This design comes from an exercise in tuning for small area, a short achievable clock period and few clock cycles on the open sky130 flow, not from production work.
At most, simulation tests tie the RTL to the original design; equivalence was not proved.
Power and IR drop assume default switching activity.

== run A ==
==> flow/design.v (excerpt) <==
module dict_expand (
    input  wire       clk,
    input  wire       rst,         
    input  wire       start,       
    output wire [1:0] status,      
    output wire [2:0] err,         
    input  wire       in_valid,
    input  wire       in_end,      
    input  wire [7:0] in_data,
    output wire       in_ready,
    output wire       out_valid,
    output wire [7:0] out_data,
    input  wire       out_ready
);
Size in the first run: roughly 29 I/O pins, about 25000 um^2 of cells after synthesis.
==> flow/config.mk <==
export PLATFORM = sky130hd
export DESIGN_NAME = dict_expand
export DESIGN_NICKNAME = dict_expand
export VERILOG_FILES = /design/flow/design.v
export SDC_FILE = /design/flow/constraint.sdc
export NUM_CORES = 4
export LEC_CHECK = 0
export CAP_MARGIN = 20
export CORE_MARGIN = 2
export CORE_UTILIZATION = 40
export CTS_CLUSTER_DIAMETER = 100
export CTS_CLUSTER_SIZE = 30
export PLACE_DENSITY = 0.6
export SLEW_MARGIN = 20
==> flow/constraint.sdc <==
create_clock -name core_clock -period 12.5 [get_ports {clk}]
set_input_delay 2.5000 -clock core_clock [delete_from_list [all_inputs] [get_ports {clk}]]
set_output_delay 2.5000 -clock core_clock [all_outputs]
set_load 0.01 [all_outputs]
standard.sh (not shown) runs the stock make flow with config.mk's settings and CLKGATE_MAP_FILE= SYNTH_SCRIPT=/design/flow/synth_recipe.tcl, a recipe that flattens the netlist after the stock synthesis.
==> flow/flow/run.sh <==
#!/bin/bash
# Standard layout, with repair_timing asked to overfix setup (the SDC and
# clock period are the design's; only the repair target is tighter), and
# the port buffers made of buf_4 cells.
set -euo pipefail
export SETUP_SLACK_MARGIN=8.8
export BUFFER_PORTS_ARGS="-buffer_cell sky130_fd_sc_hd__buf_4"
bash standard.sh > standard_flow.log 2>&1
Run A was carried through to the last stage, and its layout satisfied the timing, DRC and antenna checks.
Testbench counts of run A, summed over its fixed seeds: cycles 30,599.
Modified inputs, run B compared to run A
- GPL_TIMING_DRIVEN: unset -> 1
-- flow/flow/run.sh --
<<< run A, line 5
set -euo pipefail
export SETUP_SLACK_MARGIN=8.8
export BUFFER_PORTS_ARGS="-buffer_cell sky130_fd_sc_hd__buf_4"
>>> run B, line 5
set -euo pipefail
export SETUP_SLACK_MARGIN=9.0
export BUFFER_PORTS_ARGS="-buffer_cell sky130_fd_sc_hd__buf_4"
Results
- As far as clock slew at the register clock pins of the worst setup and hold paths is concerned, run B and run A perform about the same.
- Initial antenna violation count was higher in run B than in run A.
- Delta(design area, run B - run A) > 0
- Comparing run B and run A, the higher power share of the sequential group was measured on run A.
- In the flow results for run B and run A, the number of vias after detailed routing is larger on run A.
- On final clock period utilization by the worst path: between run B and run A, it ends up lower for run B.
- Per the final summary, run B finished and its layout is clean on timing, DRC and antenna.
- From run A to run B the numbers moved as follows: total chip power shows an increase of about 0.5%, wire length of the first global-routing pass shows an increase of 0.97%, utilization of the core after routing shows an increase of 0.28 points.
Changes in run C relative to run B:
- clearing GPL_TIMING_DRIVEN, which used to be 1
Findings:
Global routing usage summed across all routing layers came out exactly the same in run B and run C. Final instance area across run B and run C: no real change. Re synthesized cell count: no difference whatsoever between run B and run C. Run B and run C ended up with nearly the same combinational logic power.
Setup changes, run C to run D
- CTS_CLUSTER_SIZE changed from 30 to 25
As of run D, total power consumption of the routed design had risen slightly compared to run C.
Looking at worst setup slack across run D and run C, the one that comes out lower is run D.
[compare] base=run C new=run D: first-iteration DRC count now smaller, relative area of non-clock buffer cells in the final design climbed 0.19 points.


dict_expand, a different RTL version from the one above (not shown whole).
Size in the first run: ~2000 cells after synthesis, about 650 flip-flops, about 29 I/O pins.
// dict_expand
module dict_expand (
    input  wire       clk,
    input  wire       rst,         
    input  wire       start,       
    output wire [1:0] status,      
    output wire [2:0] err,         
    input  wire       in_valid,
    input  wire       in_end,      
    input  wire [7:0] in_data,
    output wire       in_ready,
    output wire       out_valid,
    output wire [7:0] out_data,
    input  wire       out_ready
);
export LEC_CHECK = 0
export CAP_MARGIN = 20
export CORE_MARGIN = 2
export CORE_UTILIZATION = 40
export CTS_CLUSTER_DIAMETER = 100
export CTS_CLUSTER_SIZE = 25
export PLACE_DENSITY = 0.6
export SLEW_MARGIN = 20
create_clock -name core_clock -period 12.5 [get_ports {clk}]
==> flow/flow/run.sh <==
#!/bin/bash
# Standard layout, with repair_timing asked to overfix setup (the SDC and
# clock period are the design's; only the repair target is tighter), and
# the port buffers made of buf_4 cells.
set -euo pipefail
export SETUP_SLACK_MARGIN=9.0
export BUFFER_PORTS_ARGS="-buffer_cell sky130_fd_sc_hd__buf_4"
bash standard.sh > standard_flow.log 2>&1
Change:
Settings changed: CTS_CLUSTER_SIZE 25 to 30.
Result: The changed run completed without violations. Die area does not change. Design area came out lower by 0.54%. Power came out lower by 1.6%. Cell count stays flat. Setup slack improves by 0.012 ns. Critical path depth does not change.
Change:
Settings changed: CTS_CLUSTER_DIAMETER 100 to not set, CTS_CLUSTER_SIZE 30 to not set.
The changed run ran to the end with no violations.
Routed wire length is higher by 2.0%.
Clock-buffer cell count increases by 50.
Die area does not change.
Clock skew goes up by 0.014 ns.
First-iteration DRC count went down by 0.63%.
Cell area came out higher by 5.0%.
Core utilization grows by 2.2 points.
Final cell count rose by 2.7%.
Global-route usage came out higher by 0.54 points.
Change:
Settings changed: CORE_UTILIZATION 40 to 60, PLACE_DENSITY 0.6 to 0.75.
What happened: Global-route usage is higher by 8.5 points; final area is lower by 1.6%; wire length is lower by 2.3%; hold slack loses 0.0038 ns.
Function was not checked in any run of this note: the RTL went through the layout flow alone.


## 03-03
dict_expand, a different RTL version from the one above (not shown whole).
For scale: ~2000 cells after synthesis, about 660 flip-flops, about 29 I/O pins.
Design dict_expand, start of the top module:
module dict_expand (
    input  wire       clk,
    input  wire       rst,         
    input  wire       start,       
    output wire [1:0] status,      
    output wire [2:0] err,         
    input  wire       in_valid,
    input  wire       in_end,      
    input  wire [7:0] in_data,
    output wire       in_ready,
    output wire       out_valid,
    output wire [7:0] out_data,
    input  wire       out_ready
);
clock: 12.5 ns
lec_check: 0
cap_margin: 20
core_margin: 2
core_utilization: 40
cts_cluster_diameter: 100
cts_cluster_size: 30
place_density: 0.6
slew_margin: 20
==> flow/flow/run.sh <==
#!/bin/bash
# Standard layout, with repair_timing asked to overfix setup (the SDC and
# clock period are the design's; only the repair target is tighter), and
# the port buffers made of buf_4 cells.
set -euo pipefail
export SETUP_SLACK_MARGIN=8.8
export BUFFER_PORTS_ARGS="-buffer_cell sky130_fd_sc_hd__buf_4"
bash standard.sh > standard_flow.log 2>&1
The following lists how 01-25 was set up differently from 03-03:
-- flow/flow/run.sh --
<<< 03-03, line 5
set -euo pipefail
export SETUP_SLACK_MARGIN=8.8
export BUFFER_PORTS_ARGS="-buffer_cell sky130_fd_sc_hd__buf_4"
>>> 01-25, line 5
set -euo pipefail
export SETUP_SLACK_MARGIN=9.0
export BUFFER_PORTS_ARGS="-buffer_cell sky130_fd_sc_hd__buf_4"
Results
Compared with 03-03, 01-25 shows a post-route core utilization that is 1.0 points higher. Cmp 01-25 and 03-03 / global-route track usage on met3 / higher: 01-25. 01-25 vs. 03-03: area growth from synthesis to layout went up by 2.6 points. Going from 03-03 to 01-25, the cell area was found to have gone up by about 2.3%. 01-25: routed metal-1 wire length about 0.6% above 03-03. 03-03 → 01-25: cell depth of the worst setup path closely matched the old numbers, worst setup slack went up, combined flip-flop and latch cell area neither gained nor lost much.
No functional check of the RTL was part of any run of this note.

what the ideal ports hide:
How much do the figures lean on ideal ports? The routed layouts below were timed once more, with nothing changed but the port constraints.
Step 1: set_driving_cell puts a clkbuf_16 on clk and a buf_2 on each other input, an assumption about the parent block.
Step 2 also shifts input and output timing later by t, the mid clock arrival at the registers, as if the neighbouring blocks saw the same clock.
Slacks: ideal ports / drivers / drivers and shift; pairs: ideal ports / drivers.
| run | t (ns) | setup slack, ns | worst hold slack (ns) |
|---|---|---|---|
| run A | 0.665 | 8.691 / 8.635 / 8.248 | 0.336 / 0.336 / 0.336 |
| run B | 0.665 | 8.739 / 8.683 / 8.406 | 0.335 / 0.335 / 0.335 |
| run C | 0.665 | 8.739 / 8.683 / 8.406 | 0.335 / 0.335 / 0.335 |
| run D | 0.674 | 8.722 / 8.667 / 8.419 | 0.341 / 0.341 / 0.341 |
| the first run of note 2 | 0.691 | 8.726 / 8.664 / 8.479 | 0.342 / 0.342 / 0.342 |
| the second run of note 2 | 0.678 | 8.737 / 8.678 / 8.476 | 0.327 / 0.327 / 0.327 |
| the third run of note 2 | 0.691 | 8.732 / 8.670 / 8.456 | 0.334 / 0.334 / 0.334 |
| the fourth run of note 2 | 0.688 | 8.702 / 8.642 / 8.472 | 0.330 / 0.330 / 0.330 |
| 03-03 | 0.673 | 8.844 / 8.779 / 8.210 | 0.336 / 0.336 / 0.336 |
| 01-25 | 0.669 | 8.875 / 8.807 / 8.413 | 0.338 / 0.338 / 0.338 |
After both steps every run listed still meets setup and hold. The setup slack of 03-03, which loses most, moves by -0.065 ns with the drivers and by -0.634 ns with both steps.
